This is an optimization exercise on Yosys and OpenROAD, whose aim is small area and few clock cycles, not a production implementation. Only simulation tests tie the RTL to the original design; equivalence was not proved. Power and IR drop assume default switching activity.

==> design/flow/design.v <==
module rde_fec (
    input  wire [2:0] sym,       
    input  wire [5:0] cw,        
    output wire [5:0] enc,       
    output wire [2:0] syn,       
    output reg  [1:0] cor_kind,  
    output reg  [5:0] cor_cw,    
    output reg  [2:0] cor_pos,   
    output wire [2:0] dec        
);
    assign enc[5] = sym[2] ^ sym[0];
    assign enc[4] = sym[2] ^ sym[1];
    assign enc[3] = sym[1] ^ sym[0];
    assign enc[2] = sym[2];
    assign enc[1] = sym[1];
    assign enc[0] = sym[0];
    assign syn[2] = cw[5] ^ cw[2] ^ cw[0];
    assign syn[1] = cw[4] ^ cw[2] ^ cw[1];
    assign syn[0] = cw[3] ^ cw[1] ^ cw[0];
    assign dec = cw[2:0];
    always @(*) begin
        cor_kind = 2'd1;
        cor_pos  = 3'd0;
        cor_cw   = cw;
        case (syn)
            3'b000: cor_kind = 2'd0;
            3'b100: cor_pos = 3'd5;
            3'b010: cor_pos = 3'd4;
            3'b001: cor_pos = 3'd3;
            3'b110: cor_pos = 3'd2;
            3'b011: cor_pos = 3'd1;
            3'b101: cor_pos = 3'd0;
            default: cor_kind = 2'd2;
        endcase
        if (cor_kind == 2'd1)
            cor_cw = cw ^ (6'd1 << cor_pos);
        else if (cor_kind == 2'd2)
            cor_cw = 6'd0;
    end
endmodule
module rde_frmclass (
    input  wire [15:0] len,
    output wire        is_data,
    output wire        is_ack,
    output wire [15:0] data_frames,
    output wire [15:0] ack_frames
);
    wire [5:0] se = {2'b0, len[3:0]}  + {2'b0, len[11:8]};
    wire [5:0] so = {2'b0, len[7:4]}  + {2'b0, len[15:12]};
    wire       div17 = (se == so) || (se == so + 6'd17) || (so == se + 6'd17);
    wire [4:0] q1 = {1'b0, len[7:4]}  - {1'b0, len[3:0]};
    wire [3:0] q2 = len[11:8] - q1[3:0] - {3'd0, q1[4]};
    assign is_data     = (len != 16'd0) && div17;
    assign is_ack      = (len != 16'd0) && !len[0];
    assign data_frames = {4'd0, q2, q1[3:0], len[3:0]};
    assign ack_frames  = {1'b0, len[15:1]};
endmodule
module rde (
    input  wire        clk,
    input  wire        rst,
    input  wire        cmd_valid,
    output wire        cmd_ready,
    input  wire [31:0] cmd_data,
    output wire        rsp_valid,
    input  wire        rsp_ready,
    output wire [31:0] rsp_data,
    output wire        ev_valid,
    input  wire        ev_ready,
    output wire [1:0]  ev_kind,
    output wire [7:0]  ev_seq,
    output wire [15:0] ev_unit,
    output wire        ev_drop,
    input  wire        loss_valid,
    output wire        loss_ready,
    input  wire [15:0] loss_u
);
    localparam [3:0] ST_OK        = 4'h0;
    localparam [3:0] ST_CORRECTED = 4'h1;
    localparam [3:0] ST_UNCORR    = 4'h2;
    localparam [3:0] ST_QFULL     = 4'h3;
    localparam [3:0] ST_QEMPTY    = 4'h4;
    localparam [3:0] ST_BUSY      = 4'h5;
    localparam [3:0] ST_CTRL_IGN  = 4'h6;
    localparam [3:0] ST_IDLE_IGN  = 4'h7;
    localparam [3:0] ST_ACK_DROP  = 4'h8;
    localparam [3:0] ST_ACK_BADMK = 4'h9;
    localparam [3:0] ST_ACK_NOMAT = 4'hA;
    localparam [3:0] ST_ACK_DUP   = 4'hB;
    localparam [3:0] ST_RX_OOO    = 4'hC;
    localparam [3:0] ST_AMBIG     = 4'hD;
    localparam [3:0] ST_CLS_NONE  = 4'hE;
    localparam [3:0] ST_ILLEGAL   = 4'hF;
    localparam [1:0] EV_DATA   = 2'd0;
    localparam [1:0] EV_ACK    = 2'd1;
    localparam [1:0] EV_ACCEPT = 2'd2;
    localparam [2:0] P_IDLE  = 3'd0;
    localparam [2:0] P_RUN   = 3'd1;    
    localparam [2:0] P_ACKD  = 3'd2;    
    localparam [2:0] P_SLIDE = 3'd3;    
    localparam [2:0] P_RESP  = 3'd4;
    localparam [2:0] M_END  = 3'd0;     
    localparam [2:0] M_FILL = 3'd1;     
    localparam [2:0] M_RETX = 3'd2;     
    localparam [2:0] M_NEW1 = 3'd3;     
    localparam [2:0] M_ACKS = 3'd4;     
    localparam [2:0] M_ACK1 = 3'd5;     
    reg        fsm;
    reg [4:0]  sc;           
    reg [4:0]  rxe;          
    reg [2:0]  at;           
    reg        tt;           
    reg [4:0]  err;
    reg [127:0] tring;       
    reg [3:0]  tc;
    reg [3:0]  tf, tr;
    reg [4:0]  tsz;
    reg [15:0] ack;
    reg [7:0]  rslot [0:7];
    reg [2:0]  rf, rr;
    reg [3:0]  rsz;
    reg [2:0]  ph;
    reg [2:0]  md;
    reg        evv;          
    reg        evd;          
    reg [1:0]  ek;           
    reg [4:0]  u;            
    reg [4:0]  p;            
    reg        txf;          
    reg        j0;           
    reg [3:0]  st;
    reg        arq;
    reg [18:0] dat;          
    wire [3:0] t_slot  = (cmd_data[25:24] == 2'd0) ? tr + 4'd1 :
                         cmd_data[24] ? tr : tf;
    wire       t_wait  = cmd_valid && (cmd_data[31:26] == 6'b001000) &&
                         (cmd_data[25:24] != 2'd1) && !cmd_data[16] && !fsm &&
                         (t_slot != tc);
    assign cmd_ready  = (ph == P_IDLE) && !t_wait;
    assign ev_valid   = evv;
    assign ev_kind    = ek;
    assign ev_drop    = evd;
    assign ev_unit    = {11'd0, (ek == EV_DATA) ? u : 5'd0};
    wire [2:0] rq_idx = ((ph == P_IDLE) && cmd_data[24]) ? rr : rf;
    wire [7:0] rsel_v = rslot[rq_idx];
    wire [4:0] u_inc  = u + 5'd1;
    assign ev_seq     = (ek == EV_ACK) ? rsel_v :
                        {3'd0, (ek == EV_DATA) ? u_inc : rxe};
    wire [7:0]  opc  = cmd_data[31:24];
    wire [7:0]  sel  = cmd_data[23:16];
    wire [15:0] opd  = cmd_data[15:0];
    wire        qsel = sel[0];
    reg legal;
    always @(*) begin
        case (opc)
            8'h00: legal = (sel == 8'd0) && (opd == 16'd0);
            8'h10: legal = (sel == 8'd0) && (opd[15:3] == 13'd0);
            8'h11, 8'h12, 8'h13:
                   legal = (sel == 8'd0) && (opd[15:6] == 10'd0);
            8'h20: legal = (sel[7:1] == 7'd0) && (opd[15:8] == 8'd0);
            8'h21, 8'h22, 8'h23, 8'h24, 8'h25:
                   legal = (sel[7:1] == 7'd0) && (opd == 16'd0);
            8'h30, 8'h40, 8'h42:
                   legal = (sel == 8'd0);
            8'h41: legal = (sel == 8'd0) && (opd[15:8] == 8'd0);
            8'h43, 8'h44, 8'h45:
                   legal = (sel == 8'd0) && (opd == 16'd0);
            8'h50: legal = (sel <= 8'h11) && (opd == 16'd0);
            8'h51: legal = (sel == 8'd0) && (opd[15:5] == 11'd0);
            default: legal = 1'b0;
        endcase
    end
    wire [5:0] fec_enc;
    wire [2:0] fec_syn;
    wire [1:0] fec_kind;
    wire [5:0] fec_cw;
    wire [2:0] fec_pos;
    wire [2:0] fec_dec;
    rde_fec u_fec (
        .sym(opd[2:0]), .cw(opd[5:0]),
        .enc(fec_enc), .syn(fec_syn),
        .cor_kind(fec_kind), .cor_cw(fec_cw), .cor_pos(fec_pos),
        .dec(fec_dec)
    );
    wire        cls_data, cls_ack;
    wire [15:0] cls_dn, cls_an;
    rde_frmclass u_cls (
        .len(opd), .is_data(cls_data), .is_ack(cls_ack),
        .data_frames(cls_dn), .ack_frames(cls_an)
    );
    wire [3:0] tf_inc = tf + 4'd1;
    wire [3:0] tr_inc = tr + 4'd1;
    wire [2:0] rf_inc = rf + 3'd1;
    wire [2:0] rr_inc = rr + 3'd1;
    wire [4:0] rxe_inc = (rxe == 5'd24) ? 5'd1 : rxe + 5'd1;
    wire txq_full  = tsz[4];
    wire txq_empty = (tsz == 5'd0);
    wire rxq_full  = rsz[3];
    wire rxq_empty = (rsz == 4'd0);
    wire [4:0] fu       = sc - tsz;            
    wire       can_send = !tsz[4] && (sc != 5'd24);
    wire [7:0] ack_seq = opd[15:8];
    wire [4:0] ack_t   = ack_seq[4:0] - 5'd1;
    wire       qf_found = (ack_seq[7:5] == 3'd0) && (ack_seq[4:0] != 5'd0) &&
                          (ack_t >= fu) && (ack_t < sc);
    wire [7:0] tsel_v = tring[7:0];
    wire [7:0] txq_v  = !fsm ? tsel_v : opc[0] ? {3'd0, sc} : {3'd0, fu + 5'd1};
    wire       ack_fires = !txq_empty && (at == 3'd5);
    wire [4:0] next_seq = (sc == 5'd24) ? 5'd1 : sc + 5'd1;
    reg [18:0] regval;
    always @(*) begin
        case (sel[4:0])
            5'h00: regval = {15'd0, 2'b11, (sc == 5'd24), fsm};
            5'h01: regval = {14'd0, err};
            5'h02: regval = {14'd0, next_seq};
            5'h03: regval = {14'd0, sc};
            5'h04: regval = {14'd0, rxe};
            5'h05: regval = {16'd0, at};
            5'h06: regval = {18'd0, tt};
            5'h07: regval = {14'd0, tsz};
            5'h08: regval = {15'd0, tf};
            5'h09: regval = {15'd0, tr};
            5'h0A: regval = {3'd0, ack};
            5'h0B: regval = {15'd0, rsz};
            5'h0C: regval = {16'd0, rf};
            5'h0D: regval = {16'd0, rr};
            5'h0E: regval = 19'h11810;
            5'h0F: regval = 19'd8;
            5'h10: regval = 19'd24;
            5'h11: regval = 19'd16;
            default: regval = 19'd0;
        endcase
    end
    wire [4:0] p1      = p + 5'd1;
    wire       ack_rd  = ack[p[3:0]];
    wire       ack_rd1 = ack[(ph == P_RUN) ? p1[3:0] : tf_inc];
    wire c0        = (md == M_RETX) && (p != sc);
    wire c1        = (p1 != sc);
    wire retx_at0  = c0 && !ack_rd;
    wire retx_at1  = c0 && ack_rd && c1 && !ack_rd1;
    wire retx_skip = c0 && ack_rd && c1 && ack_rd1;
    wire want_retx = retx_at0 || retx_at1;
    wire retx_cand = want_retx || retx_skip;
    wire want_new  = can_send && ((md == M_FILL) || (md == M_NEW1) ||
                                  ((md == M_RETX) && !retx_cand && txf));
    wire want_ack  = (md == M_ACK1) ||
                     ((md == M_ACKS) && (rsz > {3'd0, evv}));
    wire want_draw = want_retx || want_new || want_ack;
    wire ev_fire   = evv && ev_ready;
    wire e_free    = !evv || ev_ready;
    wire run_draw  = (ph == P_RUN) && want_draw && e_free;
    assign loss_ready = run_draw || (ph == P_ACKD);
    wire d_fire    = loss_ready && loss_valid;
    wire drop      = (loss_u[15:13] == 3'd0);    
    wire ackd      = (ph == P_ACKD);
    wire slide     = (ph == P_SLIDE);
    wire ack_dup   = (st == ST_OK) && !j0 && ack_rd;
    wire ack_acc   = (st == ST_OK) && !ack_dup && !drop;
    wire pop_now   = slide || (ackd && loss_valid && ack_acc && j0);
    wire pop_more  = pop_now && (tsz != 5'd1) && ack_rd1;
    wire fin_now   = pop_now && (tsz == 5'd1) && (sc == 5'd24);
    wire early_rsp = (ackd && loss_valid && !pop_more) || (slide && !pop_more);
    assign rsp_valid = (ph == P_RESP) || early_rsp;
    wire [3:0] st_o  = !ackd ? st : drop ? ST_ACK_DROP : ack_dup ? ST_ACK_DUP : st;
    wire [4:0] tsz_o = pop_now ? tsz - 5'd1 : tsz;
    wire       fsm_o = fsm && !fin_now;
    assign rsp_data  = {(st_o == ST_ILLEGAL) ? 8'hFF : {4'd0, st_o},
                        arq ? {7'd0, fsm_o, 3'd0, tsz_o, 3'd0, dat[4:0]} : {5'd0, dat}};
    reg t_wr;
    always @(*) begin
        t_wr = 1'b0;
        if ((ph == P_IDLE) && cmd_valid && !t_wait && legal && (opc == 8'h20) && !qsel && !fsm && !txq_full)
            t_wr = 1'b1;
    end
    always @(posedge clk) begin
        tring <= {t_wr ? opd[7:0] : tring[7:0], tring[127:8]};
        if (rst) tc <= 4'd0;
        else     tc <= tc + 4'd1;
    end
    always @(posedge clk) begin
        if (rst) begin
            ph   <= P_IDLE;
            fsm  <= 1'b0;
            sc   <= 5'd0;
            rxe  <= 5'd1;
            at   <= 3'd0;
            tt   <= 1'b0;
            err  <= 5'd0;
            tf   <= 4'd0;
            tr   <= 4'd15;
            tsz  <= 5'd0;
            ack  <= 16'd0;
            rf   <= 3'd0;
            rr   <= 3'd7;
            rsz  <= 4'd0;
            evv  <= 1'b0;
        end else begin
            case (ph)
            P_IDLE: if (cmd_valid && !t_wait) begin
                st  <= ST_OK;
                dat <= 19'd0;
                arq <= 1'b0;
                ph  <= P_RESP;
                if (!legal) begin
                    err[4] <= 1'b1;
                    st     <= ST_ILLEGAL;
                end else begin
                    case (opc)
                    8'h10: dat <= {13'd0, fec_enc};
                    8'h11: dat <= {16'd0, fec_syn};
                    8'h12: begin
                        dat <= {(fec_kind == 2'd1) ? fec_pos : 3'd0,
                                5'd0, fec_syn, 2'd0, fec_cw};
                        if (fec_kind == 2'd1) st <= ST_CORRECTED;
                        if (fec_kind == 2'd2) begin
                            st     <= ST_UNCORR;
                            err[0] <= 1'b1;
                        end
                    end
                    8'h13: dat <= {16'd0, fec_dec};
                    8'h20: begin
                        if (fsm) st <= ST_BUSY;
                        else if (!qsel) begin
                            if (txq_full) begin
                                st     <= ST_QFULL;
                                dat    <= 19'd16;
                                err[1] <= 1'b1;
                            end else begin
                                tr  <= tr_inc;
                                tsz <= tsz + 5'd1;
                                dat <= {14'd0, tsz + 5'd1};
                            end
                        end else begin
                            if (rxq_full) begin
                                st     <= ST_QFULL;
                                dat    <= 19'd8;
                                err[1] <= 1'b1;
                            end else begin
                                rr  <= rr_inc;
                                rslot[rr_inc] <= opd[7:0];
                                rsz <= rsz + 4'd1;
                                dat <= {15'd0, rsz + 4'd1};
                            end
                        end
                    end
                    8'h21: begin
                        if (fsm) st <= ST_BUSY;
                        else if (!qsel) begin
                            if (txq_empty) begin
                                st     <= ST_QEMPTY;
                                err[2] <= 1'b1;
                            end else begin
                                tf  <= tf_inc;
                                tsz <= tsz - 5'd1;
                                dat <= {14'd0, tsz - 5'd1};
                            end
                        end else begin
                            if (rxq_empty) begin
                                st     <= ST_QEMPTY;
                                err[2] <= 1'b1;
                            end else begin
                                rf  <= rf_inc;
                                rsz <= rsz - 4'd1;
                                dat <= {15'd0, rsz - 4'd1};
                            end
                        end
                    end
                    8'h22, 8'h23: begin
                        if (!qsel ? txq_empty : rxq_empty) begin
                            st     <= ST_QEMPTY;
                            err[2] <= 1'b1;
                        end else
                            dat <= {11'd0, qsel ? rsel_v : txq_v};
                    end
                    8'h24: begin
                        if (fsm) st <= ST_BUSY;
                        else if (!qsel) begin
                            tf  <= 4'd0;
                            tr  <= 4'd15;
                            tsz <= 5'd0;
                        end else begin
                            rf  <= 3'd0;
                            rr  <= 3'd7;
                            rsz <= 4'd0;
                        end
                    end
                    8'h25: dat <= qsel ? {15'd0, rsz} : {14'd0, tsz};
                    8'h30: begin
                        if (cls_data && cls_ack) begin
                            st     <= ST_AMBIG;
                            err[3] <= 1'b1;
                        end else if (cls_data)
                            dat <= {1'b0, 2'b01, cls_dn};
                        else if (cls_ack)
                            dat <= {1'b0, 2'b10, cls_an};
                        else
                            st <= ST_CLS_NONE;
                    end
                    8'h40: begin
                        arq <= 1'b1;
                        if (opd == 16'h0247) begin
                            tf  <= 4'd0;
                            tr  <= 4'd15;
                            tsz <= 5'd0;
                            ack <= 16'd0;
                            rf  <= 3'd0;
                            rr  <= 3'd7;
                            rsz <= 4'd0;
                            at  <= 3'd0;
                            tt  <= 1'b0;
                            sc  <= 5'd0;
                            rxe <= 5'd1;
                            fsm <= 1'b1;
                            md  <= M_FILL;
                            ph  <= P_RUN;
                        end else
                            st <= ST_CTRL_IGN;
                    end
                    8'h41: begin
                        arq <= 1'b1;
                        if (opd[7:0] != {3'd0, rxe})
                            st <= ST_RX_OOO;
                        else begin
                            evv <= 1'b1;
                            ek  <= EV_ACCEPT;
                            evd <= 1'b0;
                            if (rxq_full) begin
                                st     <= ST_QFULL;
                                err[1] <= 1'b1;
                            end else begin
                                rr  <= rr_inc;
                                rslot[rr_inc] <= opd[7:0];
                                rsz <= rsz + 4'd1;
                            end
                            md <= (rsz >= 4'd7) ? M_ACK1 : M_END;
                            ph <= P_RUN;
                        end
                    end
                    8'h42: begin
                        arq <= 1'b1;
                        if (!fsm)
                            st <= ST_IDLE_IGN;
                        else begin
                            if (opd[7:0] != 8'h06)  st <= ST_ACK_BADMK;
                            else if (!qf_found)     st <= ST_ACK_NOMAT;
                            p  <= ack_t;
                            j0 <= (ack_t == fu);
                            ph <= P_ACKD;
                        end
                    end
                    8'h43: begin
                        arq <= 1'b1;
                        if (!fsm)
                            st <= ST_IDLE_IGN;
                        else begin
                            if (ack_fires)       at <= 3'd0;
                            else if (!txq_empty) at <= at + 3'd1;
                            tt  <= !tt;
                            txf <= tt;
                            p   <= fu;
                            md  <= ack_fires ? M_RETX : M_NEW1;
                            if (ack_fires || (tt && can_send))
                                ph <= P_RUN;
                        end
                    end
                    8'h44: begin
                        arq <= 1'b1;
                        md  <= M_ACKS;
                        if (!rxq_empty) ph <= P_RUN;
                    end
                    8'h45: begin
                        arq <= 1'b1;
                        tf  <= 4'd0;
                        tr  <= 4'd15;
                        tsz <= 5'd0;
                        ack <= 16'd0;
                        rf  <= 3'd0;
                        rr  <= 3'd7;
                        rsz <= 4'd0;
                        at  <= 3'd0;
                        tt  <= 1'b0;
                        sc  <= 5'd0;
                        rxe <= 5'd1;
                        fsm <= 1'b0;
                    end
                    8'h50: dat <= regval;
                    8'h51: begin
                        err <= err & ~opd[4:0];
                        dat <= {14'd0, err & ~opd[4:0]};
                    end
                    default: ;
                    endcase
                end
            end
            P_RUN: begin
                if (ev_fire) begin
                    dat[4:0] <= dat[4:0] + 5'd1;
                    if (ek == EV_ACK) begin
                        rf  <= rf_inc;
                        rsz <= rsz - 4'd1;
                    end
                    if (ek == EV_ACCEPT)
                        rxe <= rxe_inc;
                end
                if (retx_skip)
                    p <= p1 + 5'd1;
                if (d_fire) begin
                    evv <= 1'b1;
                    evd <= drop;
                    if (want_ack) begin
                        ek <= EV_ACK;
                        if (md == M_ACK1) md <= M_END;
                    end else if (want_retx) begin
                        ek <= EV_DATA;
                        u  <= retx_at0 ? p : p1;
                        p  <= retx_at0 ? p1 : p1 + 5'd1;
                    end else begin
                        ek  <= EV_DATA;
                        u   <= sc;
                        sc  <= sc + 5'd1;
                        tr  <= tr_inc;
                        tsz <= tsz + 5'd1;
                        if (md != M_FILL) md <= M_END;
                    end
                end else if (ev_fire)
                    evv <= 1'b0;
                if (!want_draw && !retx_skip && (!evv || ev_ready))
                    ph <= P_RESP;
            end
            P_ACKD: if (loss_valid) begin
                st <= st_o;
                if (ack_acc) begin
                    at <= 3'd0;
                    if (!j0) ack[p[3:0]] <= 1'b1;
                end
            end
            P_SLIDE: ack[tf] <= 1'b0;
            P_RESP: if (rsp_ready) ph <= P_IDLE;
            default: ph <= P_IDLE;
            endcase
            if (pop_now) begin
                tf  <= tf_inc;
                tsz <= tsz - 5'd1;
                if (fin_now) begin
                    fsm <= 1'b0;
                    tt  <= 1'b0;
                end
            end
            if ((ackd && loss_valid) || slide)
                ph <= !early_rsp ? P_SLIDE : rsp_ready ? P_IDLE : P_RESP;
        end
    end
endmodule
==> design/flow/flow/run.sh <==
#!/bin/bash
# Standard ORFS layout with two changes: port buffers use the smallest buffer
# cell, and CTS inserts no dummy loads.
set -euo pipefail
bash standard.sh \
  BUFFER_PORTS_ARGS="-buffer_cell sky130_fd_sc_hd__buf_1" \
  finish > standard.log 2>&1
==> design/flow/standard.sh <==
#!/bin/bash
# synth_recipe.tcl (not shown) runs the flow's synth.tcl, then flattens the netlist and writes it again
# the make line also repeats each setting of config.mk as NAME=value (left out here)
make -C /OpenROAD-flow-scripts/flow DESIGN_CONFIG=/design/flow/config.mk WORK_HOME=/design/flow/orfs CLKGATE_MAP_FILE= SYNTH_SCRIPT=/design/flow/synth_recipe.tcl "${@:-finish}"
==> design/flow/config.mk <==
export PLATFORM = sky130hd
export DESIGN_NAME = rde
export DESIGN_NICKNAME = rde
export VERILOG_FILES = /design/flow/design.v
export SDC_FILE = /design/flow/constraint.sdc
export NUM_CORES = 4
export LEC_CHECK = 0
export ABC_AREA = 1
export ABC_CLOCK_PERIOD_IN_PS = 12000
export CAP_MARGIN = 20
export CORE_MARGIN = 2
export CORE_UTILIZATION = 40
export SLEW_MARGIN = 20
==> design/flow/constraint.sdc <==
create_clock -name core_clock -period 12.0 [get_ports {clk}]
set_input_delay 2.4000 -clock core_clock [delete_from_list [all_inputs] [get_ports {clk}]]
set_output_delay 2.4000 -clock core_clock [all_outputs]
set_load 0.01 [all_outputs]
==> reports/summary.txt, run 1 <==
P&R area growth vs syn: 11.4%
Slew Limit Headroom: 0.287
clk sink count: 301
Hold Crit Class: flop to flop
# hold bufs at CTS: 0
Vias/cell: 5.74
clk_skew: 20.7 ps
Largest delay share family, worst path: compound AO/OA/AOI/OAI gates
number of distinct library cells after synthesis: 65
Bufs on Longest Clock Path: 3
Worst path max stage delay: 650 ps
Final Cycle Share: 0.653
layout cells sized above 1: 0.0710
I/O Buffers: 87
clk root buf: clkbuf_16
GPL Wtd Cong: 1.01
Worst Path Buf+Inv: 6
Die X: 212 um
CP arrival: 5430 ps
Worst EP required: 9600 ps
Gate Count Post-Synth: 2239
Post-DP HPWL: 51000 um
Max Cap Viol: 0
setup violators final: 0
post-synthesis mux area share: 0
Layout Cells excl Fill: 2923
GRT Max-Usage Layer: met2
router iterations before antenna repair: 6
Ys Warns: 2
FF+latch count, synth: 301
mapped cell area: 17300 sq um
simple-gate share of the synthesized area: 0.251
gr usage total: 0.297
final wirelength: 66900 um
Leak Pwr: 7.69 nW
GRT overflow: 0
pwr dens: 204 nW/um^2
Startpoint Class: input pin
FP Rows: 76
max-slew violations: 0
main combinational cell family by area after synthesis: simple AND/OR/NAND/NOR gates
Compound-Gate Fraction of Synth Area: 0.163
CP max stage cell: o21ai_2
peak supply drop: 0.110 mV
met1 usage: 0.405
die footprint: 44900 sq um
first-pass GRT wire length: 98300 um
DR WL/cell: 22.9 um
Period minus WS final: 7830 ps
Post-synth EDFFs: 106
initial antenna violation count: 2
H-tree Lvls: 2
Inst Count DP: 2858
Vias: 16800
crit path kind: input pin to output port
CTS tree: yes
Async S/R FF share, synth: 0
number of global-route vias before repair: 15500
Fmax: 0.128 GHz
Adder-Cell Fraction of Synth Area: 0.0591
status: complete, no violations
Core Region: 42900 sq um
I/O pin total: 117
Nets: 2442
Worst Path Max Fanout: 17
critical path endpoint category: output port
Remaining DRCs: 0
XOR/XNOR Fraction of Synth Area: 0.0309
Synth Flop Type: dfxtp_1
fin util: 0.449
Mean Syn Cell Area: 7.72 sq um
Antenna Nets Post-Route: 0
setup bufs post-CTS: 0
Starting DRT DRC Count: 2002
Initial Util: 0.403
TNS Setup: 0 ps
CP Cell Sequence: buf_1, buf_4, inv_2, nor2_2, inv_2, o21ai_2, inv_1, o21ai_0, o22ai_1, o21ai_1, nor2_1, buf_1
post-synthesis sequential area ratio: 0.410
Inserted Clock Buffers: 35
GRT met2 Usage: 0.451
RSZ-0062 raised after global routing: false
largest net degree at the start of global routing: 43
Worst-path clk slew: 70 ps
Die Ht: 212 um
Clock Latency Late Sink: 570 ps
grt met3 use: 0.0561
Hold Vio Cnt, Final: 0
Post-CTS Resized: 0
actual slew at the worst max-slew pin: 1040 ps
==> cell usage in the layout, fill, tap and decap left out, types with 60 or more instances in the layout <==
master	instances
a21oi_1	116
buf_1	86
dfxtp_1	195
edfxtp_1	106
ha_1	72
inv_1	244
nand2_1	387
nand3_1	166
nor2_1	268
nor3_1	60
o21ai_0	140
==> power by group <==
part / switching, mW / internal [mW] / total [mW]
sequential: 0.116 / 1.13 / 1.25
combinational: 1.13 / 0.462 / 1.59
clock: 0.456 / 0.627 / 1.08
==> path summary, 6_finish.rpt <==
check	end	slack, ps	depth (start not counted)	startpoint
worst max register to register	dat[1]	7190	18	ph[2]
worst max-delay path	ev_seq[5]	4170	12	cmd_data[24]
worst min register to register	tring[21]	320	0	tring[29]
worst min-delay path	tring[21]	320	0	tring[29]
==> metrics by stage <==
| step | setup slack (ps) | power (mW) | hold WS (ps) | area (sq um) |
|---|---|---|---|---|
| after floorplan | 5790 | 2.33 | 310 | 17300 |
| after global placement | 4320 | 2.79 | 310 | 18100 |
| after detailed placement | 4310 | 2.81 | 312 | 18100 |
| after CTS | 4290 | 3.90 | 323 | 19200 |
| after global routing | 4060 | 4.13 | 326 | 19300 |
| final | 4170 | 3.92 | 321 | 19300 |
==> final cells by class <==
class / instances / area, sq um
clock inverter: 15 / 176
timing repair buffer: 106 / 470
fill: 4369 / 23600
inverter: 270 / 1010
clock buffer: 49 / 980
sequential: 301 / 7090
tap: 585 / 732
multi-input combinational: 1596 / 8790
antenna: 1 / 2.50
==> flip-flops by register name, indices dropped and copies added (netlist names), 5 cells and up <==
name   flops
u          5
rslot     64
p          5
sc         5
ack       16
rxe        5
dat       19
tsz        5
err        5
tring    128
==> Yosys cell counts (all sizes together) (2+ instances only) <==
cell type  instances  share of area
clkinv             8         0.0017
a31oi             25         0.0090
and2               2        0.00087
nor2             284          0.066
ha                72          0.052
o21bai             5         0.0022
nor3b              5         0.0025
nand2            401          0.090
o21a               3         0.0013
clkbuf            44         0.0096
a221oi             6         0.0030
a32oi              2         0.0010
edfxtp           106           0.18
dfxtp            195           0.23
o211ai            23          0.010
buf               43          0.017
o31ai              7         0.0030
nor4              16         0.0058
a22oi              9         0.0039
a2111oi            3         0.0015
o22ai             25         0.0090
nand4             25          0.010
o21ai            168          0.049
a21oi            117          0.035
o221ai            18         0.0091
o2111ai           10         0.0051
nand3b             3         0.0013
nor3              64          0.020
nand3            171          0.051
fa                 6         0.0070
xnor2             17         0.0086
a311oi             2         0.0010
inv              262          0.057
or2               11         0.0040
o32ai              3         0.0015
xor2              44          0.022
a211oi            28          0.016
==> per-layer routing <==
| metal | routed length (um) | vias to the layer above | share of wire |
|---|---|---|---|
| li1 | - | 7750 | - |
| met1 | 28500 | 7978 | 0.43 |
| met2 | 28500 | 863 | 0.43 |
| met3 | 6030 | 182 | 0.090 |
| met4 | 3770 | 0 | 0.056 |
| met5 | 0 | - | 0 |
==> cells by family (layout without fill, tap and decap cells) <==
group	after synthesis	count (layout)
fa+ha+maj	78	78
compound gates	459	459
flops	301	301
buf+inv	357	440
xor+xnor	61	61
simple gates	982	982
other cells	1	17
Testbench counts, summed over its fixed seeds: cycles 33,293.
==> run 2, diff against run 1 <==
--- a/design/flow/flow/run.sh
+++ b/design/flow/flow/run.sh
@@ -4,4 +4,5 @@
 set -euo pipefail
 bash standard.sh \
   BUFFER_PORTS_ARGS="-buffer_cell sky130_fd_sc_hd__buf_1" \
+  CTS_ARGS="-sink_clustering_enable -repair_clock_nets -dont_use_dummy_load" \
   finish > standard.log 2>&1
==> run 2 against run 1 <==
  * Combinational power is essentially flat
  * Core utilization shrank 0.65 points
  * Synthesized cell count is the same
  * Synthesized area is the same
  * Critical path depth is the same
  * Flip-flop and latch count is the same
  * Highest routed layer is now met5
  * Clock skew grew 23 ps
  * Register-to-register slack is essentially flat
  * Still clean
  * Sequential share of layout area grew 0.54 points
  * Die area is the same
==> reports/summary.txt, run 2 <==
GRT overflow: 0 (unchanged)
mapped cell area: 17300 sq um (unchanged)
Hold WS: 310 ps (was 321 ps)
Fmax: 0.128 GHz (about the same)
Post-CTS Resized: 0 (unchanged)
Post-DP HPWL: 51000 um (unchanged)
CTS tree: yes (unchanged)
Worst Setup EP: ev_seq[5] (unchanged)
met2 wire length: 28500 um (about the same)
Final Cycle Share: 0.652 (was 0.653)
layout cells sized above 1: 0.0624 (was 0.0710)
setup violators final: 0 (unchanged)
post-synthesis sequential area ratio: 0.410 (unchanged)
highest routed layer: met5 (was met4)
Post-synth EDFFs: 106 (unchanged)
worst r2r path cells: 18 (unchanged)
H-tree Lvls: 2 (unchanged)
Startpoint Class: input pin (unchanged)
Synth top cells by count: nand2_1 (387), nor2_1 (268), inv_1 (244) (unchanged)
setup slack after layout: 4170 ps (about the same)
met3 WL: 6410 um (was 6030 um)
peak supply drop: 0.108 mV (was 0.110 mV)
largest net degree at the start of global routing: 43 (unchanged)
die footprint: 44900 sq um (unchanged)
I/O pin total: 117 (unchanged)
Yosys top cell area share: 0.226 (unchanged)
I/O Buffers: 87 (unchanged)
Worst R2R Start: ph[2] (unchanged)
Die Ht: 212 um (unchanged)
commonest non-fill, non-tap cells in the layout: nand2_1 (387), nor2_1 (268), inv_1 (244) (unchanged)
Total Power: 3.74 mW (was 3.92 mW)
Clock Latency Late Sink: 560 ps (was 570 ps)
pre-CTS setup slack: 4310 ps (unchanged)
max-slew violations: 0 (unchanged)
top flop regs: tring: 128 flops, rslot: 64 flops, dat: 19 flops (unchanged)
Crit. Startpoint: cmd_data[24] (unchanged)
status: complete, no violations (unchanged)
max reg flops: 128 (unchanged)
Core Region: 42900 sq um (unchanged)
DR WL/cell: 23.1 um (was 22.9 um)
Worst Path Max Fanout: 17 (unchanged)
Gate Count Post-Synth: 2239 (unchanged)
first-pass GRT wire length: 98100 um (was 98300 um)
Vias: 16800 (about the same)
leading cell type in the layout, fill and taps excluded: nand2_1 (unchanged)
Hold Crit Class: flop to flop (unchanged)
Period minus WS final: 7830 ps (about the same)
Async S/R FF share, synth: 0 (unchanged)
Remaining DRCs: 0 (unchanged)
critical path endpoint category: output port (unchanged)
number of distinct library cells after synthesis: 65 (unchanged)
P&R area growth vs syn: 9.80% (was 11.4%)
top cells by area, synth: dfxtp_1 (23%), edfxtp_1 (18%), nand2_1 (8.4%) (unchanged)
Hold Vio Cnt, Final: 0 (unchanged)
count leader, synth: nand2_1 (unchanged)
Leak Pwr: 7.55 nW (was 7.69 nW)
footprint of the multi-input gates: 8790 sq um (unchanged)
GPL Wtd Cong: 1.01 (unchanged)
Starting DRT DRC Count: 2152 (was 2002)
filler instances: 4384 (was 4369)
Worst-path clk slew: 60 ps (was 70 ps)
FF+latch count, synth: 301 (unchanged)
TNS Setup: 0 ps (unchanged)
clk root buf: clkbuf_16 (unchanged)
setup bufs post-CTS: 0 (unchanged)
internal reg-to-reg setup slack: 7200 ps (was 7190 ps)
Antenna Nets Post-Route: 0 (unchanged)
Slew Limit Headroom: 0.275 (was 0.287)
Bufs on Longest Clock Path: 3 (unchanged)
Die X: 212 um (unchanged)
Initial Util: 0.403 (unchanged)
Synth Flop Type: dfxtp_1 (unchanged)
# hold bufs at CTS: 0 (unchanged)
gr usage total: 0.297 (about the same)
Mean Syn Cell Area: 7.72 sq um (unchanged)
pwr dens: 197 nW/um^2 (was 204 nW/um^2)
Vias/cell: 5.79 (was 5.74)
router iterations before antenna repair: 6 (unchanged)
Ys Warns: 2 (unchanged)
clk_skew: 44.1 ps (was 20.7 ps)
Met1 Wirelength: 28000 um (was 28500 um)
Nets: 2442 (unchanged)
Max Cap Viol: 0 (unchanged)
area leader, netlist: dfxtp_1 (unchanged)
Inserted Clock Buffers: 35 (unchanged)
final wirelength: 66800 um (was 66900 um)
FF-to-FF End: dat[1] (unchanged)
clk sink count: 301 (unchanged)
actual slew at the worst max-slew pin: 1070 ps (was 1040 ps)
FP Rows: 76 (unchanged)
initial antenna violation count: 3 (was 2)
RSZ-0062 raised after global routing: false (unchanged)
Seq. cell area: 7090 sq um (unchanged)
number of global-route vias before repair: 15500 (about the same)
crit path kind: input pin to output port (unchanged)
Worst EP required: 9600 ps (about the same)
Top reg by flops: tring (unchanged)
CP arrival: 5430 ps (about the same)
## run 2: cell types whose count changed in the layout (fill, tap and decap cells not counted), moves of 3 or more
| cell | change |
|---|---|
| clkbuf_8 | -4 |
| clkinv_2 | -4 |
| clkbuf_1 | -7 |
| clkbuf_4 | -3 |
## run 2: cells by family (layout without fill, tap and decap cells)
| kind of cell | count (synthesis) | after routing | synth area share |
|---|---|---|---|
| flip-flops | 301 | 301 | 0.410 |
| AO/OA/AOI/OAI | 459 | 459 | 0.163 |
| adder cells (fa/ha/maj) | 78 | 78 | 0.0591 |
| AND/OR/NAND/NOR | 982 | 982 | 0.251 |
| buffers and inverters | 357 | 411 | 0.0852 |
| other | 1 | 17 | 0.000217 |
| XOR/XNOR | 61 | 61 | 0.0309 |
## run 2: worst max-delay path: stages
cell and delay (ps):
buf_1 70, buf_4 270, inv_2 180, nor2_2 220, inv_2 80, o21ai_2 640
inv_1 520, o21ai_0 190, o22ai_1 110, o21ai_1 450, nor2_1 110, buf_1 160
## run 2: area by class of cell
type	count	share of cell area
clock buffer	35	0.0462
sequential	301	0.373
timing repair buffer	106	0.0248
antenna	1	0.000132
inverter	270	0.0534
tap	585	0.0386
multi-input combinational	1596	0.463
## run 2: metrics by stage
stage          std cells  utilization  instance area (sq um)
3_5_place_dp        2858        0.422                  18100
3_3_place_gp        2858        0.422                  18100
6_report            2894        0.442                  19000
5_1_grt             2894        0.442                  19000
4_1_cts             2893        0.442                  19000
2_1_floorplan       2254            -                  17300
## run 2: layer usage
layer,track usage,vias to the layer above
met4,0.146,2
met3,0.0540,188
met5,0,-
met1,0.403,7937
li1,-,7715
met2,0.453,927
## run 2: worst min-delay path by stage
| stage | from | end | slack [ps] | depth (start not counted) |
|---|---|---|---|---|
| detailed placement | tring[110] | tring[102] | 310 | 0 |
| global placement | tring[31] | tring[23] | 310 | 0 |
| global route | tring[22] | tring[14] | 310 | 0 |
| CTS | tring[22] | tring[14] | 310 | 0 |
| finish | tring[22] | tring[14] | 310 | 0 |
| floorplan | tring[8] | tring[0] | 310 | 0 |
## run 2: report_power, final
part	switching [mW]	internal [mW]	total, mW
clock network	0.390	0.511	0.901
logic	1.13	0.462	1.59
registers	0.116	1.13	1.25
total	1.63	2.10	3.74
==> run 3, diff against run 2 <==
--- a/design/flow/design.v
+++ b/design/flow/design.v
@@ -119,17 +119,17 @@
     reg [2:0]  rf, rr;
     reg [3:0]  rsz;
     reg [2:0]  ph;
-    reg [2:0]  md;
     reg        evv;          
     reg        evd;          
     reg [1:0]  ek;           
-    reg [4:0]  u;            
-    reg [4:0]  p;            
-    reg        txf;          
-    reg        j0;           
     reg [3:0]  st;
     reg        arq;
     reg [18:0] dat;          
+    wire [4:0] u = dat[9:5];     
+    wire [4:0] p = dat[14:10];   
+    wire       txf = dat[15];    
+    wire       j0  = dat[15];    
+    wire [2:0] md  = dat[18:16];
     wire [3:0] t_slot  = (cmd_data[25:24] == 2'd0) ? tr + 4'd1 :
                          cmd_data[24] ? tr : tf;
     wire       t_wait  = cmd_valid && (cmd_data[31:26] == 6'b001000) &&
@@ -410,7 +410,7 @@
                             sc  <= 5'd0;
                             rxe <= 5'd1;
                             fsm <= 1'b1;
-                            md  <= M_FILL;
+                            dat[18:16]  <= M_FILL;
                             ph  <= P_RUN;
                         end else
                             st <= ST_CTRL_IGN;
@@ -431,7 +431,7 @@
                                 rslot[rr_inc] <= opd[7:0];
                                 rsz <= rsz + 4'd1;
                             end
-                            md <= (rsz >= 4'd7) ? M_ACK1 : M_END;
+                            dat[18:16] <= (rsz >= 4'd7) ? M_ACK1 : M_END;
                             ph <= P_RUN;
                         end
                     end
@@ -442,8 +442,8 @@
                         else begin
                             if (opd[7:0] != 8'h06)  st <= ST_ACK_BADMK;
                             else if (!qf_found)     st <= ST_ACK_NOMAT;
-                            p  <= ack_t;
-                            j0 <= (ack_t == fu);
+                            dat[14:10]  <= ack_t;
+                            dat[15] <= (ack_t == fu);
                             ph <= P_ACKD;
                         end
                     end
@@ -455,16 +455,16 @@
                             if (ack_fires)       at <= 3'd0;
                             else if (!txq_empty) at <= at + 3'd1;
                             tt  <= !tt;
-                            txf <= tt;
-                            p   <= fu;
-                            md  <= ack_fires ? M_RETX : M_NEW1;
+                            dat[15] <= tt;
+                            dat[14:10]   <= fu;
+                            dat[18:16]  <= ack_fires ? M_RETX : M_NEW1;
                             if (ack_fires || (tt && can_send))
                                 ph <= P_RUN;
                         end
                     end
                     8'h44: begin
                         arq <= 1'b1;
-                        md  <= M_ACKS;
+                        dat[18:16]  <= M_ACKS;
                         if (!rxq_empty) ph <= P_RUN;
                     end
                     8'h45: begin
@@ -502,24 +502,24 @@
                         rxe <= rxe_inc;
                 end
                 if (retx_skip)
-                    p <= p1 + 5'd1;
+                    dat[14:10] <= p1 + 5'd1;
                 if (d_fire) begin
                     evv <= 1'b1;
                     evd <= drop;
                     if (want_ack) begin
                         ek <= EV_ACK;
-                        if (md == M_ACK1) md <= M_END;
+                        if (md == M_ACK1) dat[18:16] <= M_END;
                     end else if (want_retx) begin
                         ek <= EV_DATA;
-                        u  <= retx_at0 ? p : p1;
-                        p  <= retx_at0 ? p1 : p1 + 5'd1;
+                        dat[9:5]  <= retx_at0 ? p : p1;
+                        dat[14:10]  <= retx_at0 ? p1 : p1 + 5'd1;
                     end else begin
                         ek  <= EV_DATA;
-                        u   <= sc;
+                        dat[9:5]   <= sc;
                         sc  <= sc + 5'd1;
                         tr  <= tr_inc;
                         tsz <= tsz + 5'd1;
-                        if (md != M_FILL) md <= M_END;
+                        if (md != M_FILL) dat[18:16] <= M_END;
                     end
                 end else if (ev_fire)
                     evv <= 1'b0;
==> design/flow/flow/run.sh (replaced) <==
#!/bin/bash
# Standard ORFS layout with two changes: port buffers use the smallest buffer
# cell, and CTS inserts no dummy loads.
set -euo pipefail
bash standard.sh \
  BUFFER_PORTS_ARGS="-buffer_cell sky130_fd_sc_hd__buf_1" \
  CTS_ARGS="-sink_clustering_enable -repair_clock_nets -dont_use_dummy_load -sink_clustering_size 30 -sink_clustering_max_diameter 80" \
  finish > standard.log 2>&1
==> run 3 against run 2 <==
  * Highest routed layer is now met4
  * Combinational power fell by 76%
  * Synthesized area shrank 2.2%
  * Register-to-register slack better by 50 ps
  * Largest cell class unchanged
  * Still clean on timing, DRC and antenna
  * Clock skew grew 32 ps
  * Largest power group is now sequential cells
  * Clock power shrank 26%
  * Via count is 2.9% lower
  * Power down 45%
  * Clock-buffer cell count is 13 lower
  * Critical path type unchanged
==> reports/summary.txt, run 3 <==
DR WL/cell: 23.0 um (was 23.1 um)
pre-CTS setup slack: 4330 ps (was 4310 ps)
Core Region: 41900 sq um (was 42900 sq um)
Vias: 16300 (was 16800)
Worst-path clk slew: 100 ps (was 60 ps)
# hold bufs at CTS: 0 (unchanged)
I/O pin total: 117 (unchanged)
mapped cell area: 16900 sq um (was 17300 sq um)
crit path kind: input pin to output port (unchanged)
Synth top cells by count: nand2_1 (451), nor2_1 (270), inv_1 (242) (was nand2_1 (387), nor2_1 (268), inv_1 (244))
Top reg by flops: tring (unchanged)
max reg flops: 128 (unchanged)
Post-CTS Resized: 0 (unchanged)
Total Power: 2.07 mW (was 3.74 mW)
max-slew violations: 0 (unchanged)
Worst Path Max Fanout: 17 (unchanged)
Final Cycle Share: 0.637 (was 0.652)
placed cell area: 17600 sq um (was 18100 sq um)
TNS Setup: 0 ps (unchanged)
Nets: 2442 (unchanged)
Post-DP HPWL: 50800 um (was 51000 um)
Async S/R FF share, synth: 0 (unchanged)
Inst Count DP: 2826 (was 2858)
number of global-route vias before repair: 15100 (was 15500)
leading cell type in the layout, fill and taps excluded: nand2_1 (unchanged)
post-synthesis sequential area ratio: 0.393 (was 0.410)
top cells by area, synth: dfxtp_1 (23%), edfxtp_1 (16%), nand2_1 (10%) (was dfxtp_1 (23%), edfxtp_1 (18%), nand2_1 (8.4%))
Inserted Clock Buffers: 22 (was 35)
Layout Cells excl Fill: 2848 (was 2894)
Max Cap Viol: 0 (unchanged)
gr usage total: 0.293 (was 0.297)
status: complete, no violations (unchanged)
Vias/cell: 5.72 (was 5.79)
CP Cell Sequence: buf_1, buf_4, nand2_1, o21ai_2, inv_1, o21ai_0, o22ai_1, o21ai_0, o21ai_0, buf_1 (was buf_1, buf_4, inv_2, nor2_2, inv_2, o21ai_2, inv_1, o21ai_0, o22ai_1, o21ai_1, nor2_1, buf_1)
Worst EP required: 9600 ps (about the same)
Slew Limit Headroom: 0.232 (was 0.275)
Worst Path Buf+Inv: 4 (was 6)
final wirelength: 65500 um (was 66800 um)
area leader, netlist: dfxtp_1 (unchanged)
GPL Wtd Cong: 1.04 (was 1.01)
number of distinct library cells after synthesis: 71 (was 65)
Ys Warns: 2 (unchanged)
clk root buf: clkbuf_16 (unchanged)
Yosys top cell area share: 0.231 (was 0.226)
actual slew at the worst max-slew pin: 1140 ps (was 1070 ps)
FF+latch count, synth: 286 (was 301)
Die X: 210 um (was 212 um)
count leader, synth: nand2_1 (unchanged)
RSZ-0062 raised after global routing: false (unchanged)
footprint of the multi-input gates: 8810 sq um (was 8790 sq um)
pwr dens: 114 nW/um^2 (was 197 nW/um^2)
Seq. cell area: 6640 sq um (was 7090 sq um)
commonest non-fill, non-tap cells in the layout: nand2_1 (451), nor2_1 (270), inv_1 (242) (was nand2_1 (387), nor2_1 (268), inv_1 (244))
I/O Buffers: 87 (unchanged)
Antenna Nets Post-Route: 0 (unchanged)
Remaining DRCs: 0 (unchanged)
Clock Latency Late Sink: 580 ps (was 560 ps)
Hold Crit Class: flop to flop (unchanged)
CTS tree: yes (unchanged)
peak supply drop: 0.102 mV (was 0.108 mV)
Synth Flop Type: dfxtp_1 (unchanged)
setup violators final: 0 (unchanged)
Post-synth EDFFs: 91 (was 106)
CP max stage cell: o21ai_2 (unchanged)
FP Rows: 75 (was 76)
Worst path max stage delay: 690 ps (was 640 ps)
filler instances: 4304 (was 4384)
GRT overflow: 0 (unchanged)
clk_skew: 76.5 ps (was 44.1 ps)
Gate Count Post-Synth: 2259 (was 2239)
first-pass GRT wire length: 95500 um (was 98100 um)
Hold Vio Cnt, Final: 0 (unchanged)
Bufs on Longest Clock Path: 3 (unchanged)
final instance area: 18200 sq um (was 19000 sq um)
CP arrival: 5240 ps (was 5430 ps)
layout cells sized above 1: 0.0541 (was 0.0624)
setup slack after layout: 4360 ps (was 4170 ps)
Starting DRT DRC Count: 1863 (was 2152)
Largest delay share family, worst path: compound AO/OA/AOI/OAI gates (unchanged)
Crit path top cell by count: o21ai_0
largest net degree at the start of global routing: 37 (was 43)
top flop regs: tring: 128 flops, rslot: 64 flops, dat: 19 flops (unchanged)
Hold WS: 262 ps (was 310 ps)
fin util: 0.434 (was 0.442)
setup bufs post-CTS: 0 (unchanged)
die footprint: 43900 sq um (was 44900 sq um)
Startpoint Class: input pin (unchanged)
Period minus WS final: 7640 ps (was 7830 ps)
router iterations before antenna repair: 6 (unchanged)
Fmax: 0.131 GHz (was 0.128 GHz)
H-tree Lvls: 1 (was 2)
Initial Util: 0.404 (was 0.403)
Die Ht: 210 um (was 212 um)
initial antenna violation count: 2 (was 3)
Leak Pwr: 7.37 nW (was 7.55 nW)
clk sink count: 286 (was 301)
Antenna diodes: 0 (was 1)
P&R area growth vs syn: 7.42% (was 9.80%)
Mean Syn Cell Area: 7.48 sq um (was 7.72 sq um)
critical path endpoint category: output port (unchanged)
## run 3: worst paths after layout
check / endpoint / startpoint / slack [ps] / cells past startpoint
worst max register to register: dat[17] / dat[10] / 7250 / 18
worst min register to register: tring[116] / tring[124] / 260 / 0
worst max-delay path: ev_seq[3] / cmd_data[24] / 4360 / 10
worst min-delay path: tring[116] / tring[124] / 260 / 0
## run 3: kinds of logic (layout without fill, tap and decap cells)
kind of cell             count (synthesis)  count (layout)  share of synthesized area
XOR/XNOR                                73              73                     0.0383
other                                    1              16                   0.000222
AO/OA/AOI/OAI                          433             433                      0.153
adder cells (fa/ha/maj)                 77              77                     0.0597
AND/OR/NAND/NOR                       1025            1025                      0.267
flip-flops                             286             286                      0.393
buffers and inverters                  364             399                     0.0898
## run 3: power by group
part           total, mW  switching, mW  internal (mW)
Clock              0.665          0.341          0.323
Combinational      0.377          0.268          0.109
Sequential          1.03         0.0192           1.01
## run 3: cell type report
cell class	instances	area share
multi-input cells	1624	0.485
well taps	539	0.0371
inverters	274	0.0572
clock buffers	22	0.0303
repair buffers	103	0.0247
flip-flops and latches	286	0.365
## run 3: metal layers
layer	global-route usage	part of all wire	up-vias
met4	0.0868	0.034	0
met5	0	0	-
met3	0.0766	0.10	119
met2	0.444	0.42	771
li1	-	-	7651
met1	0.410	0.44	7742
Testbench counts of run 3, summed over its fixed seeds: cycles 33,293.
==> run 4, diff against run 3 <==
==> design/flow/flow/run.sh (replaced) <==
#!/bin/bash
# Standard ORFS layout with two changes: port buffers use the smallest buffer
# cell, and CTS inserts no dummy loads.
set -euo pipefail
bash standard.sh \
  BUFFER_PORTS_ARGS="-buffer_cell sky130_fd_sc_hd__buf_1" \
  CTS_ARGS="-sink_clustering_enable -repair_clock_nets -dont_use_dummy_load" \
  finish > standard.log 2>&1
--- a/design/flow/config.mk
+++ b/design/flow/config.mk
@@ -9,5 +9,5 @@
 export ABC_CLOCK_PERIOD_IN_PS = 12000
 export CAP_MARGIN = 20
 export CORE_MARGIN = 2
-export CORE_UTILIZATION = 40
+export CORE_UTILIZATION = 65
 export SLEW_MARGIN = 20
==> run 4 against run 3 <==
  * Die area is 38% lower
  * Core utilization up 27 points
  * Still clean
  * First-iteration DRC count rose by 54%
  * Fmax shrank 3.1%
  * Critical path depth did not move
  * Synthesized area did not move
  * Global-route usage is 17 points higher
  * Via count rose by 7.2%
  * Register-to-register slack better by 20 ps
  * Sequential power barely moved
==> reports/summary.txt, run 4 <==
GPL Wtd Cong: 1.07 (was 1.04)
mapped cell area: 16900 sq um (unchanged)
CTS tree: yes (unchanged)
final instance area: 18100 sq um (was 18200 sq um)
pre-CTS setup slack: 4470 ps (was 4330 ps)
Clock Latency Late Sink: 570 ps (was 580 ps)
Inserted Clock Buffers: 29 (was 22)
top cells by area, synth: dfxtp_1 (23%), edfxtp_1 (16%), nand2_1 (10%) (unchanged)
initial antenna violation count: 2 (unchanged)
Worst Path Max Fanout: 17 (unchanged)
router iterations before antenna repair: 7 (was 6)
Startpoint Class: input pin (unchanged)
CP max stage cell: o21ai_0 (was o21ai_2)
# hold bufs at CTS: 0 (unchanged)
number of distinct library cells after synthesis: 71 (unchanged)
Fmax: 0.127 GHz (was 0.131 GHz)
Die Ht: 165 um (was 210 um)
Worst Path Buf+Inv: 4 (unchanged)
Vias: 17400 (was 16300)
Worst-path clk slew: 60 ps (was 100 ps)
Ys Warns: 2 (unchanged)
final wirelength: 64400 um (was 65500 um)
Starting DRT DRC Count: 2874 (was 1863)
commonest non-fill, non-tap cells in the layout: nand2_1 (451), nor2_1 (270), inv_1 (242) (unchanged)
die footprint: 27300 sq um (was 43900 sq um)
Gate Count Post-Synth: 2259 (unchanged)
Bufs on Longest Clock Path: 3 (unchanged)
Slew Limit Headroom: 0.201 (was 0.232)
FP Rows: 59 (was 75)
peak supply drop: 0.179 mV (was 0.102 mV)
first-pass GRT wire length: 94900 um (was 95500 um)
CP Cell Sequence: buf_1, buf_4, nand2_1, o21ai_2, inv_1, o21ai_0, o22ai_1, o21ai_0, o21ai_0, buf_1 (unchanged)
placed cell area: 17300 sq um (was 17600 sq um)
max reg flops: 128 (unchanged)
number of global-route vias before repair: 16100 (was 15100)
Hold Crit Class: flop to flop (unchanged)
Post-synth EDFFs: 91 (unchanged)
Yosys top cell area share: 0.231 (unchanged)
fin util: 0.701 (was 0.434)
Die X: 165 um (was 210 um)
Nets: 2445 (was 2442)
Crit path top cell by count: o21ai_0 (unchanged)
Core Region: 25800 sq um (was 41900 sq um)
critical path endpoint category: output port (unchanged)
GRT overflow: 0 (unchanged)
actual slew at the worst max-slew pin: 1200 ps (was 1140 ps)
TNS Setup: 0 ps (unchanged)
Mean Syn Cell Area: 7.48 sq um (unchanged)
P&R area growth vs syn: 6.78% (was 7.42%)
max-slew violations: 0 (unchanged)
status: complete, no violations (unchanged)
Max Cap Viol: 0 (unchanged)
layout cells sized above 1: 0.0554 (was 0.0541)
clk root buf: clkbuf_16 (unchanged)
Vias/cell: 6.59 (was 5.72)
setup slack after layout: 4110 ps (was 4360 ps)
setup violators final: 0 (unchanged)
Async S/R FF share, synth: 0 (unchanged)
Initial Util: 0.656 (was 0.404)
Antenna Nets Post-Route: 0 (unchanged)
largest net degree at the start of global routing: 37 (unchanged)
area leader, netlist: dfxtp_1 (unchanged)
clk sink count: 286 (unchanged)
count leader, synth: nand2_1 (unchanged)
pwr dens: 121 nW/um^2 (was 114 nW/um^2)
Largest delay share family, worst path: compound AO/OA/AOI/OAI gates (unchanged)
Remaining DRCs: 0 (unchanged)
Post-CTS Resized: 0 (unchanged)
gr usage total: 0.466 (was 0.293)
CP arrival: 5490 ps (was 5240 ps)
DR WL/cell: 24.3 um (was 23.0 um)
clk_skew: 46.6 ps (was 76.5 ps)
Synth Flop Type: dfxtp_1 (unchanged)
H-tree Lvls: 1 (unchanged)
I/O pin total: 117 (unchanged)
post-synthesis sequential area ratio: 0.393 (unchanged)
Hold Vio Cnt, Final: 0 (unchanged)
Synth top cells by count: nand2_1 (451), nor2_1 (270), inv_1 (242) (unchanged)
top flop regs: tring: 128 flops, rslot: 64 flops, dat: 19 flops (unchanged)
Post-DP HPWL: 48100 um (was 50800 um)
FF+latch count, synth: 286 (unchanged)
Final Cycle Share: 0.657 (was 0.637)
RSZ-0062 raised after global routing: false (unchanged)
Worst path max stage delay: 790 ps (was 690 ps)
crit path kind: input pin to output port (unchanged)
setup bufs post-CTS: 0 (unchanged)
Period minus WS final: 7890 ps (was 7640 ps)
leading cell type in the layout, fill and taps excluded: nand2_1 (unchanged)
Leak Pwr: 7.44 nW (was 7.37 nW)
Top reg by flops: tring (unchanged)
Worst EP required: 9600 ps (about the same)
I/O Buffers: 87 (unchanged)
run 4: metrics by stage:
step | power (mW) | hold slack [ps] | instances
floorplan | 1.30 | 310 | 2274
finish | 2.19 | 311 | 2648
global route | 2.25 | 317 | 2647
global placement | 1.39 | 311 | 2618
detailed placement | 1.41 | 312 | 2618
CTS | 2.16 | 314 | 2647
run 4: kinds of logic after synthesis:
group                      after synthesis  share of synthesized area
AOI/OAI and AO/OA                      433                      0.153
buffers and inverters                  364                     0.0898
adders and majority gates               77                     0.0597
and+or+nand+nor                       1025                      0.267
DFF                                    286                      0.393
xor gates and xnor gates                73                     0.0383
other                                    1                   0.000222
run 4: final timing paths:
kind | from | end | slack (ps) | depth (start not counted)
min reg2reg | tring[126] | tring[118] | 310 | 0
min | tring[126] | tring[118] | 310 | 0
max | cmd_data[24] | ev_seq[4] | 4110 | 10
max reg2reg | dat[10] | dat[10] | 7270 | 19
run 4: area by class of cell:
type                            count  area (sq um)
Sequential cell                   286          6640
Antenna cell                        1          2.50
Timing Repair Buffer               99           418
Clock buffer                       29           726
Fill cell                        2046          7710
Tap cell                          335           419
Inverter                          274          1040
Multi-Input combinational cell   1624          8810
run 4: worst reg2reg max path: stages (launching register included):
cell      delay (ps)
edfxtp_1         770
inv_1            470
ha_1             570
inv_1            150
o21ai_1          330
nand3_1          130
nand3_1           90
nand3b_1         190
nand2_1          140
nand2_2           70
nand2_2          190
nor2_2            60
nand2_2           80
nand2_1           60
nand2_2          100
nand2_1          210
nand2_1          170
nand2_1          100
nor2_2           400
o21a_1           200
run 4: power breakdown:
group / internal, mW / total, mW / switching, mW
Clock: 0.420 / 0.770 / 0.350
Combinational: 0.109 / 0.387 / 0.277
Sequential: 1.01 / 1.03 / 0.0205
Total: 1.54 / 2.19 / 0.648
run 4: per-layer routing:
metal / up-vias / track usage / part of all wire
met5: - / 0 / 0.00022
met4: 2 / 0.270 / 0.070
met3: 310 / 0.125 / 0.14
met2: 1431 / 0.710 / 0.43
met1: 8036 / 0.599 / 0.36
li1: 7670 / - / -
==> run 5, diff against run 4 <==
--- a/design/flow/config.mk
+++ b/design/flow/config.mk
@@ -9,5 +9,5 @@
 export ABC_CLOCK_PERIOD_IN_PS = 12000
 export CAP_MARGIN = 20
 export CORE_MARGIN = 2
-export CORE_UTILIZATION = 65
+export CORE_UTILIZATION = 40
 export SLEW_MARGIN = 20
==> run 5 against run 4 <==
  * Power up 4.7%
  * Clock skew fell by 22 ps
  * Register-to-register slack got worse by 20 ps
  * Sequential power is essentially flat
  * Non-clock buffer count increased by 4
  * Sequential share of layout area decreased by 0.86 points
  * Via count down 5.8%
  * Flip-flop and latch count is the same
  * Critical endpoint is now ev_seq[3]
  * Largest cell class unchanged
==> reports/summary.txt, run 5 <==
Period minus WS final: 7600 ps (was 7890 ps)
critical path endpoint category: output port (unchanged)
Synth Flop Type: dfxtp_1 (unchanged)
leading cell type in the layout, fill and taps excluded: nand2_1 (unchanged)
initial antenna violation count: 3 (was 2)
Worst-path clk slew: 50 ps (was 60 ps)
Antenna diodes: 0 (was 1)
peak supply drop: 0.101 mV (was 0.179 mV)
crit path kind: input pin to output port (unchanged)
Max Cap Viol: 0 (unchanged)
H-tree Lvls: 2 (was 1)
fin util: 0.442 (was 0.701)
Post-CTS Resized: 0 (unchanged)
actual slew at the worst max-slew pin: 1140 ps (was 1200 ps)
commonest non-fill, non-tap cells in the layout: nand2_1 (451), nor2_1 (270), inv_1 (242) (unchanged)
RSZ-0062 raised after global routing: false (unchanged)
GRT overflow: 0 (unchanged)
number of global-route vias before repair: 15200 (was 16100)
Starting DRT DRC Count: 1779 (was 2874)
Clock Latency Late Sink: 530 ps (was 570 ps)
Hold Crit Class: flop to flop (unchanged)
gr usage total: 0.296 (was 0.466)
final wirelength: 65700 um (was 64400 um)
die footprint: 43900 sq um (was 27300 sq um)
CTS tree: yes (unchanged)
number of distinct library cells after synthesis: 71 (unchanged)
Final Cycle Share: 0.633 (was 0.657)
Nets: 2455 (was 2445)
DR WL/cell: 23.0 um (was 24.3 um)
Top reg by flops: tring (unchanged)
Initial Util: 0.404 (was 0.656)
Ys Warns: 2 (unchanged)
setup violators final: 0 (unchanged)
Vias/cell: 5.75 (was 6.59)
Total Power: 2.29 mW (was 2.19 mW)
Async S/R FF share, synth: 0 (unchanged)
Hold WS: 297 ps (was 311 ps)
router iterations before antenna repair: 6 (was 7)
Post-DP HPWL: 50800 um (was 48100 um)
Yosys top cell area share: 0.231 (unchanged)
Vias: 16400 (was 17400)
Hold Vio Cnt, Final: 0 (unchanged)
GPL Wtd Cong: 1.04 (was 1.07)
TNS Setup: 0 ps (unchanged)
Core Region: 41900 sq um (was 25800 sq um)
Gate Count Post-Synth: 2259 (unchanged)
Worst R2R Start: dat[10] (unchanged)
Crit. Startpoint: cmd_data[24] (unchanged)
largest net degree at the start of global routing: 37 (unchanged)
Fmax: 0.132 GHz (was 0.127 GHz)
clk_skew: 24.4 ps (was 46.6 ps)
top cells by area, synth: dfxtp_1 (23%), edfxtp_1 (16%), nand2_1 (10%) (unchanged)
Worst Path Max Fanout: 33 (was 17)
first-pass GRT wire length: 96700 um (was 94900 um)
max-slew violations: 0 (unchanged)
Die X: 210 um (was 165 um)
Mean Syn Cell Area: 7.48 sq um (unchanged)
setup bufs post-CTS: 0 (unchanged)
pwr dens: 124 nW/um^2 (was 121 nW/um^2)
Worst EP required: 9600 ps (about the same)
Bufs on Longest Clock Path: 3 (unchanged)
CP max stage cell: inv_1 (was o21ai_0)
mapped cell area: 16900 sq um (unchanged)
max reg flops: 128 (unchanged)
clk root buf: clkbuf_16 (unchanged)
Inserted Clock Buffers: 35 (was 29)
Slew Limit Headroom: 0.233 (was 0.201)
I/O pin total: 117 (unchanged)
status: complete, no violations (unchanged)
Worst path max stage delay: 700 ps (was 790 ps)
CP arrival: 5200 ps (was 5490 ps)
Leak Pwr: 7.53 nW (was 7.44 nW)
post-synthesis sequential area ratio: 0.393 (unchanged)
Synth top cells by count: nand2_1 (451), nor2_1 (270), inv_1 (242) (unchanged)
hold-critical path depth: 0 (unchanged)
FP Rows: 75 (was 59)
FF+latch count, synth: 286 (unchanged)
Die Ht: 210 um (was 165 um)
clk sink count: 286 (unchanged)
layout cells sized above 1: 0.0594 (was 0.0554)
worst r2r path cells: 18 (was 19)
area leader, netlist: dfxtp_1 (unchanged)
Remaining DRCs: 0 (unchanged)
Antenna Nets Post-Route: 0 (unchanged)
HP Start: tring[82] (was tring[126])
CP Cell Sequence: buf_1, buf_4, nand2_1, nand2_1, nand2_1, buf_4, inv_1, o21ai_0, o221ai_1, o21ai_0, o21ai_0, buf_1 (was buf_1, buf_4, nand2_1, o21ai_2, inv_1, o21ai_0, o22ai_1, o21ai_0, o21ai_0, buf_1)
Post-synth EDFFs: 91 (unchanged)
# hold bufs at CTS: 0 (unchanged)
count leader, synth: nand2_1 (unchanged)
P&R area growth vs syn: 9.34% (was 6.78%)
Startpoint Class: input pin (unchanged)
I/O Buffers: 87 (unchanged)
top flop regs: tring: 128 flops, rslot: 64 flops, dat: 19 flops (unchanged)
-- run 5: changes by cell type in the layout (fill, tap and decap cells not counted) --
cell,change
clkbuf_16,+6
buf_4,+4
diode_2,-1
o311ai_0,-1
o311ai_1,+1
-- run 5: cells by family (layout without fill, tap and decap cells) --
kind of cell	count (synthesis)	count (layout)	synth area share
buf+inv	364	412	0.0898
other cells	1	16	0.000222
compound gates	433	433	0.153
xor+xnor	73	73	0.0383
fa+ha+maj	77	77	0.0597
flops	286	286	0.393
simple gates	1025	1025	0.267
-- run 5: worst paths after layout --
check                            endpoint  slack [ps]
worst max-delay path            ev_seq[3]        4400
worst min-delay path            tring[74]         300
worst max register to register    dat[18]        7250
worst min register to register  tring[74]         300
-- run 5: per-layer routing --
metal / vias to the layer above / GRT usage / part of all wire
li1: 7672 / - / -
met2: 826 / 0.443 / 0.42
met3: 141 / 0.0651 / 0.10
met5: - / 0 / 0.00027
met4: 2 / 0.105 / 0.035
met1: 7801 / 0.420 / 0.44
-- run 5: cell type report --
type	instances	area [sq um]
clock buffers	35	876
fillers	4276	23400
inverters	274	1040
multi-input cells	1624	8810
flip-flops and latches	286	6640
well taps	539	674
repair buffers	103	448
-- run 5: power breakdown --
group	switching, mW	internal [mW]
sequential	0.0191	1.01
combinational	0.267	0.109
clock	0.373	0.510
total	0.660	1.63
-- run 5: worst max-delay path: cells and delay by family --
kind / cells / cell delay, ps
simple gates: 3 / 350
compound gates: 4 / 910
buf+inv: 5 / 1480
-- run 5: stage by stage --
stage | instance area (sq um) | setup slack, ps | instances
CTS | 18500 | 4400 | 2861
detailed placement | 17600 | 4330 | 2826
global route | 18500 | 4180 | 2861
finish | 18500 | 4400 | 2861
global placement | 17600 | 4310 | 2826
floorplan | 17000 | 5490 | 2274

## afterwards: timing with drivers on the ports
The results above use ideal ports. As a check the final layouts listed here were re-extracted and re-timed, cells and wires unchanged.
Step 1: set_driving_cell puts a clkbuf_16 on clk and a buf_2 on each other input, an assumption about the parent block.
Step 2 also shifts input and output timing later by t, the mid clock arrival at the registers, as if the neighbouring blocks saw the same clock.
a / b / c = no drivers / after step 1 / after step 2; a / b = the first two.
run	t, ns	setup WS [ns]	clock arrival spread, ns	worst register clock-pin slew, ns
run 1	0.619	4.168 / 4.145 / 4.145	0.023 / 0.023	0.07 / 0.07
run 2	0.596	4.171 / 4.148 / 4.148	0.047 / 0.046	0.06 / 0.06
run 3	0.597	4.358 / 4.335 / 4.032	0.077 / 0.076	0.11 / 0.11
run 4	0.599	4.114 / 4.093 / 4.093	0.049 / 0.049	0.07 / 0.07
run 5	0.576	4.402 / 4.380 / 4.134	0.031 / 0.031	0.06 / 0.06
After both steps every run listed still meets setup and hold. For run 3, which loses most, drivers alone change the setup slack by -0.023 ns; drivers and shift together by -0.326 ns.
